This design comes from an exercise in tuning for small area on the open sky130 flow, not from production work.
Function was checked by simulation only, so behaviour that the tests miss may differ from the original.
Power figures rest on the tool's default switching activity, not on a simulated workload.

north:
==> flow/design.v <==
module ircore_tx (
    input  wire        clk,
    input  wire        rst,             
    input  wire        enq_valid,       
    input  wire        enq_rc6,         
    input  wire [2:0]  enq_mode,        
    input  wire [7:0]  enq_a,           
    input  wire [7:0]  enq_b,           
    output wire        enq_ready,       
    output wire        tx,              
    output wire        tx_idle          
);
    reg  [19:0] q [0:8];
    wire [8:0]  v;              
    wire [8:0]  fr;             
    wire        pop;            
    genvar gi;
    generate
        for (gi = 0; gi < 9; gi = gi + 1) begin : g_v
            assign v[gi] = q[gi][19] | ~q[gi][16];
        end
    endgenerate
    assign fr[8] = ~v[8] | pop | rst;
    generate
        for (gi = 0; gi < 8; gi = gi + 1) begin : g_fr
            assign fr[gi] = ~v[gi] | fr[gi + 1];
        end
    endgenerate
    assign enq_ready = fr[0];
    assign tx_idle   = ~|v;
    wire [19:0] in = {enq_valid & enq_rc6 & ~rst, enq_mode[2:1],
                      ~enq_valid | (enq_rc6 & enq_mode[0]), enq_a, enq_b};
    always @(posedge clk) begin
        if (fr[0]) q[0] <= in | {3'd0, rst, 16'd0};
    end
    generate
        for (gi = 1; gi < 9; gi = gi + 1) begin : g_q
            always @(posedge clk) begin
                if (fr[gi])
                    q[gi] <= {q[gi - 1][19] & ~rst, q[gi - 1][18:17],
                              q[gi - 1][16] | rst, q[gi - 1][15:0]};
            end
        end
    endgenerate
    wire [19:0] hd  = q[8];
    wire        rc6 = hd[19];
    reg        act;             
    reg [5:0]  n;               
    reg [1:0]  c;               
    reg [10:0] pre;             
    reg        tg;              
    wire tick = (pre == {5'b00001, rc6, 5'b00110});
    wire [7:0] src = n[4] ? hd[7:0] : hd[15:8];
    wire       sb  = src[~n[2:0]];
    wire [3:0] mt  = {tg, hd[16], hd[17], hd[18]};
    wire       b   = rc6 ? ((n[4:3] == 2'b00) ? (n[2] ? mt[n[1:0]] : 1'b1) : sb)
                         : sb ^ n[3];
    wire       w2  = (n[4:3] == 2'b00) & (n[2] | (n[1] ^ n[0]));
    wire lvl = rc6 ? ((n[4:0] == 5'd1) | (~(n[4] & n[3]) & (b ^ (w2 ? c[1] : c[0]))))
                   : (n[5] ? ~(n[2] & n[1]) : (c == 2'd0));
    wire cl   = rc6 ? w2 : (n[5] | b);
    wire send = c[0] & (c[1] == cl);
    wire fend = rc6 ? ((n[4:0] == 5'd26) & c[0]) : n[5] & ~n[4];
    assign pop = act & tick & fend;
    assign tx  = act & lvl;
    always @(posedge clk) begin
        pre <= (~act | tick) ? 11'b01011011001 : {pre[9:0], pre[10] ^ pre[1]};
        if (~act) begin
            n <= rc6 ? 6'd1 : 6'd58;
            c <= 2'd0;
        end else if (tick) begin
            if (send) begin
                n <= n + 6'd1;
                c <= 2'd0;
            end else begin
                c <= c + 2'd1;
            end
        end
    end
    always @(posedge clk) begin
        if (rst) begin
            act <= 1'b0;
            tg  <= 1'b0;
        end else begin
            if (~act) act <= v[8];
            else if (pop) begin
                act <= 1'b0;
                if (rc6) tg <= ~tg;
            end
        end
    end
endmodule
clock: 10.0 ns
lec_check: 0
cap_margin: 20
core_margin: 2
core_utilization: 40
cts_buf_list: sky130_fd_sc_hd__clkbuf_8
cts_cluster_diameter: 60
cts_cluster_size: 20
slew_margin: 20
standard.sh (not shown) runs the stock make flow with config.mk's settings and CLKGATE_MAP_FILE= SYNTH_SCRIPT=/design/flow/synth_recipe.tcl, a recipe that flattens the netlist after the stock synthesis.
==> flow/flow/run.sh <==
#!/bin/bash
# The standard layout (standard.sh) with three changes: an area-oriented ABC
# script for the combinational logic (the flip-flops are mapped before ABC, as
# in the standard synthesis), smaller port buffers, and a clock tree built
# without dummy balancing loads.
set -euo pipefail
rm -rf scripts_area
cp -r "$FLOW_HOME/scripts" scripts_area
printf '&get -n\n&st\n&dch\n&nf\n&st\n&syn2\n&if -g -K 6\n&synch2\n&nf\n&st\n&syn2\n&if -g -K 6\n&synch2\n&nf\n&st\n&syn2\n&if -g -K 6\n&synch2\n&nf\n&st\n&syn2\n&if -g -K 6\n&synch2\n&nf\n&st\n&syn2\n&if -g -K 6\n&synch2\n&nf\n&put\ntopo\ndnsize -c\n' > scripts_area/abc_speed.script
export SCRIPTS_DIR="$PWD/scripts_area"
export BUFFER_PORTS_ARGS="-buffer_cell sky130_fd_sc_hd__buf_1"
export CTS_ARGS="-sink_clustering_enable -repair_clock_nets -buf_list sky130_fd_sc_hd__clkbuf_8 -root_buf sky130_fd_sc_hd__clkbuf_4 -sink_clustering_size 20 -sink_clustering_max_diameter 60 -dont_use_dummy_load"
bash standard.sh > standard.log 2>&1
### north -> south
-- flow/flow/run.sh --
<<< north, line 8
cp -r "$FLOW_HOME/scripts" scripts_area
printf '&get -n\n&st\n&dch\n&nf\n&st\n&syn2\n&if -g -K 6\n&synch2\n&nf\n&st\n&syn2\n&if -g -K 6\n&synch2\n&nf\n&st\n&syn2\n&if -g -K 6\n&synch2\n&nf\n&st\n&syn2\n&if -g -K 6\n&synch2\n&nf\n&st\n&syn2\n&if -g -K 6\n&synch2\n&nf\n&put\ntopo\ndnsize -c\n' > scripts_area/abc_speed.script
export SCRIPTS_DIR="$PWD/scripts_area"
>>> south, line 8
cp -r "$FLOW_HOME/scripts" scripts_area
printf 'strash\ndch -f\nmap\nmfs2\nstrash\ndch -f\nmap\ntopo\ndnsize -c\n' > scripts_area/abc_speed.script
export SCRIPTS_DIR="$PWD/scripts_area"
--- outcome ---
south: done, clean on timing, DRC and antenna
Diff north -> south | number of distinct standard cells referenced by the synthesized netlist | down by more than a quarter
Part of the power in the clock network, south and north: larger value in north
Of south and north, it is south that has the higher via count.
From south to north, final-report hold violation count did not move at all.
south vs north: minimum period implied by the final worst setup slack down
Comparing south and north, setup slack after layout is higher on south.
Relative to north, the synthesized cell count of south is higher by 27%.
Share of layout cells above drive strength 1 sits lower in south than in north.
Power consumption: south vs north, no meaningful difference
Input changes introduced in east (baseline for comparison: south):
# south
export LEC_CHECK = 0
export CAP_MARGIN = 20
export CORE_MARGIN = 2
export CORE_UTILIZATION = 40
export CTS_BUF_LIST = sky130_fd_sc_hd__clkbuf_8
export CTS_CLUSTER_DIAMETER = 60
export CTS_CLUSTER_SIZE = 20
export SLEW_MARGIN = 20
create_clock -name core_clock -period 10.0 [get_ports {clk}]
# east
export LEC_CHECK = 0
export CAP_MARGIN = 20
export CORE_MARGIN = 2
export CORE_UTILIZATION = 75
export SLEW_MARGIN = 20
create_clock -name core_clock -period 10.0 [get_ports {clk}]
==> flow/flow/run.sh <==
#!/bin/bash
# The standard layout (standard.sh), with smaller port buffers and a clock
# tree built without dummy balancing loads.
set -euo pipefail
export BUFFER_PORTS_ARGS="-buffer_cell sky130_fd_sc_hd__buf_1"
export CTS_ARGS="-sink_clustering_enable -repair_clock_nets -buf_list sky130_fd_sc_hd__clkbuf_8 -root_buf sky130_fd_sc_hd__clkbuf_4 -sink_clustering_size 20 -sink_clustering_max_diameter 60 -dont_use_dummy_load"
bash standard.sh > standard.log 2>&1
### Flow results
Changes observed in east relative to south: final standard cell count with taps included and fillers excluded down 209, total power down about 1.5%.
From south to east the numbers moved as follows: setup slack on the worst flop-to-flop path lower; met2 usage now larger.
Changes in west relative to east:
# east
export LEC_CHECK = 0
export CAP_MARGIN = 20
export CORE_MARGIN = 2
export CORE_UTILIZATION = 75
export SLEW_MARGIN = 20
create_clock -name core_clock -period 10.0 [get_ports {clk}]
# west
export LEC_CHECK = 0
export CAP_MARGIN = 20
export CORE_MARGIN = 2
export CORE_UTILIZATION = 40
export CTS_BUF_LIST = sky130_fd_sc_hd__clkbuf_8
export CTS_CLUSTER_DIAMETER = 60
export CTS_CLUSTER_SIZE = 20
export SLEW_MARGIN = 20
create_clock -name core_clock -period 10.0 [get_ports {clk}]
-- flow/flow/run.sh --
<<< east, line 1
#!/bin/bash
# The standard layout (standard.sh), with smaller port buffers and a clock
# tree built without dummy balancing loads.
set -euo pipefail
export BUFFER_PORTS_ARGS="-buffer_cell sky130_fd_sc_hd__buf_1"
>>> west, line 1
#!/bin/bash
# The standard layout (standard.sh) with three changes: an area-oriented ABC
# script for the combinational logic (the flip-flops are mapped before ABC, as
# in the standard synthesis), smaller port buffers, and a clock tree built
# without dummy balancing loads.
set -euo pipefail
rm -rf scripts_area
cp -r "$FLOW_HOME/scripts" scripts_area
printf 'strash\ndch -f\nmap -a\nmfs2\nstrash\ndch -f\nmap -a\ntopo\ndnsize -c\n' > scripts_area/abc_speed.script
export SCRIPTS_DIR="$PWD/scripts_area"
export BUFFER_PORTS_ARGS="-buffer_cell sky130_fd_sc_hd__buf_1"
==> summary.txt <==
Sort west and east by number of filler cells placed in the layout, descending, and west comes first. On west: final instance count without filler cells is 175 higher than what east gave. Post-synthesis xor/xnor area fraction: west and east compared, lower one is west. Global-route wire length before repair is higher on west. Relative to east, total global routing track utilization decreased by 7.7 points in west. Status: routed length on met1 parity (east, west). On worst setup slack, the lower figure sits with west, not east. Against east, west reports a sequential share of layout area that is lower. east → west: met3 routing resource usage after global routing fell by 1.3 points, post-detailed-placement cell area saw an increase.

========
Starts from the design.v that is shown in full above.
export LEC_CHECK = 0
export CAP_MARGIN = 20
export CORE_MARGIN = 2
export CORE_UTILIZATION = 40
export CTS_BUF_LIST = sky130_fd_sc_hd__clkbuf_8
export CTS_CLUSTER_DIAMETER = 60
export CTS_CLUSTER_SIZE = 20
export SLEW_MARGIN = 20
create_clock -name core_clock -period 10.0 [get_ports {clk}]
==> flow/flow/run.sh <==
#!/bin/bash
# The standard layout (standard.sh), with smaller port buffers and a clock
# tree built without dummy balancing loads.
set -euo pipefail
export BUFFER_PORTS_ARGS="-buffer_cell sky130_fd_sc_hd__buf_1"
export CTS_ARGS="-sink_clustering_enable -repair_clock_nets -buf_list sky130_fd_sc_hd__clkbuf_8 -root_buf sky130_fd_sc_hd__clkbuf_4 -sink_clustering_size 21 -sink_clustering_max_diameter 60 -dont_use_dummy_load"
bash standard.sh > standard.log 2>&1
Change:
CAP_MARGIN = 0   (was 20)
CTS_BUF_LIST = default   (was sky130_fd_sc_hd__clkbuf_8)
CTS_CLUSTER_DIAMETER = default   (was 60)
CTS_CLUSTER_SIZE = default   (was 20)
SLEW_MARGIN = 0   (was 20)
The changed run finished with timing, DRC and antenna clean.
Cell area stays the same.
Worst hold slack does not change.
Sequential power stays flat.
Clock-buffer cell count does not change.
Fmax is unchanged.
Power stays the same.
Final cell count stays the same.
Wire length stays the same.
Die area is unchanged.
Change:
==> flow/flow/run.sh (replaced) <==
#!/bin/bash
# The standard layout (standard.sh), with smaller port buffers and a clock
# tree built without dummy balancing loads.
set -euo pipefail
export BUFFER_PORTS_ARGS="-buffer_cell sky130_fd_sc_hd__buf_1"
export CTS_ARGS="-sink_clustering_enable -repair_clock_nets -buf_list sky130_fd_sc_hd__clkbuf_8 -root_buf sky130_fd_sc_hd__clkbuf_4 -sink_clustering_size 20 -sink_clustering_max_diameter 60 -dont_use_dummy_load"
bash standard.sh > standard.log 2>&1
CAP_MARGIN = 20   (was 0)
CORE_UTILIZATION = 60   (was 40)
SLEW_MARGIN = 20   (was 0)
After rerunning: The new run finished clean. Setup slack degrades by 0.030 ns. Via count grows by about 2%. Cell area went down by about 1.2%. Routed wire length rose by 1.3%. Global-route usage came out higher by 3.5 points. Worst hold slack gets worse by 0.019 ns. Clock-buffer cell count goes up by 1.
Change:
==> flow/flow/run.sh (replaced) <==
#!/bin/bash
# The standard layout (standard.sh), with smaller port buffers and a clock
# tree built without dummy balancing loads.
set -euo pipefail
export BUFFER_PORTS_ARGS="-buffer_cell sky130_fd_sc_hd__buf_1"
export CTS_ARGS="-sink_clustering_enable -repair_clock_nets -buf_list sky130_fd_sc_hd__clkbuf_8 -root_buf sky130_fd_sc_hd__clkbuf_4 -sink_clustering_size 22 -sink_clustering_max_diameter 50 -dont_use_dummy_load"
bash standard.sh > standard.log 2>&1
CORE_UTILIZATION = 40   (was 60)
CTS_BUF_LIST = sky130_fd_sc_hd__clkbuf_8   (was default)
CTS_CLUSTER_DIAMETER = 60   (was default)
CTS_CLUSTER_SIZE = 20   (was default)
=> Fmax barely changes; sequential cell count is unchanged; final area rises by about 1.8%; sequential power hardly moves; routed wire length falls by about 1.3%; register-to-register slack gains 0.08 ns; worst setup slack gains 0.0088 ns; clock power rises by 7.7%; global-route usage falls by 3.6 points.

-- what the ideal ports hide --
The results above use ideal ports. As a check the final layouts listed here were re-extracted and re-timed, cells and wires unchanged. Step 1 assumes that a clkbuf_16 drives the clock port and a buf_2 every other input. Step 2 moves the port delays by t, midway between the first and last clock arrival at a register: inputs arrive t later, outputs are due t later. That takes back most of the time a late clock gives input paths. a / b / c = ideal ports / drivers / drivers and shift; a / b = the first two.
run	t (ns)	slack for setup (ns)	latest minus earliest clock arrival (ns)	slew at the worst register clock pin (ns)	pins driven straight from the clock port
north	0.555	2.866 / 2.846 / 2.846	0.076 / 0.076	0.11 / 0.11	1
south	0.551	3.170 / 3.136 / 3.136	0.068 / 0.068	0.11 / 0.11	1
east	0.555	2.703 / 2.680 / 2.680	0.060 / 0.060	0.11 / 0.11	1
west	0.557	0.942 / 0.920 / 0.920	0.055 / 0.054	0.11 / 0.11	1
the first run of note 2	0.576	2.797 / 2.767 / 2.767	0.042 / 0.042	0.11 / 0.11	1
the second run of note 2	0.576	2.797 / 2.767 / 2.767	0.042 / 0.042	0.11 / 0.11	1
the third run of note 2	0.555	2.767 / 2.747 / 2.747	0.036 / 0.036	0.11 / 0.11	1
the fourth run of note 2	0.577	2.776 / 2.746 / 2.746	0.043 / 0.043	0.11 / 0.11	1
After both steps every run listed still meets setup and hold. For south, which loses most, drivers alone change the setup slack by -0.034 ns; drivers and shift together by -0.034 ns.
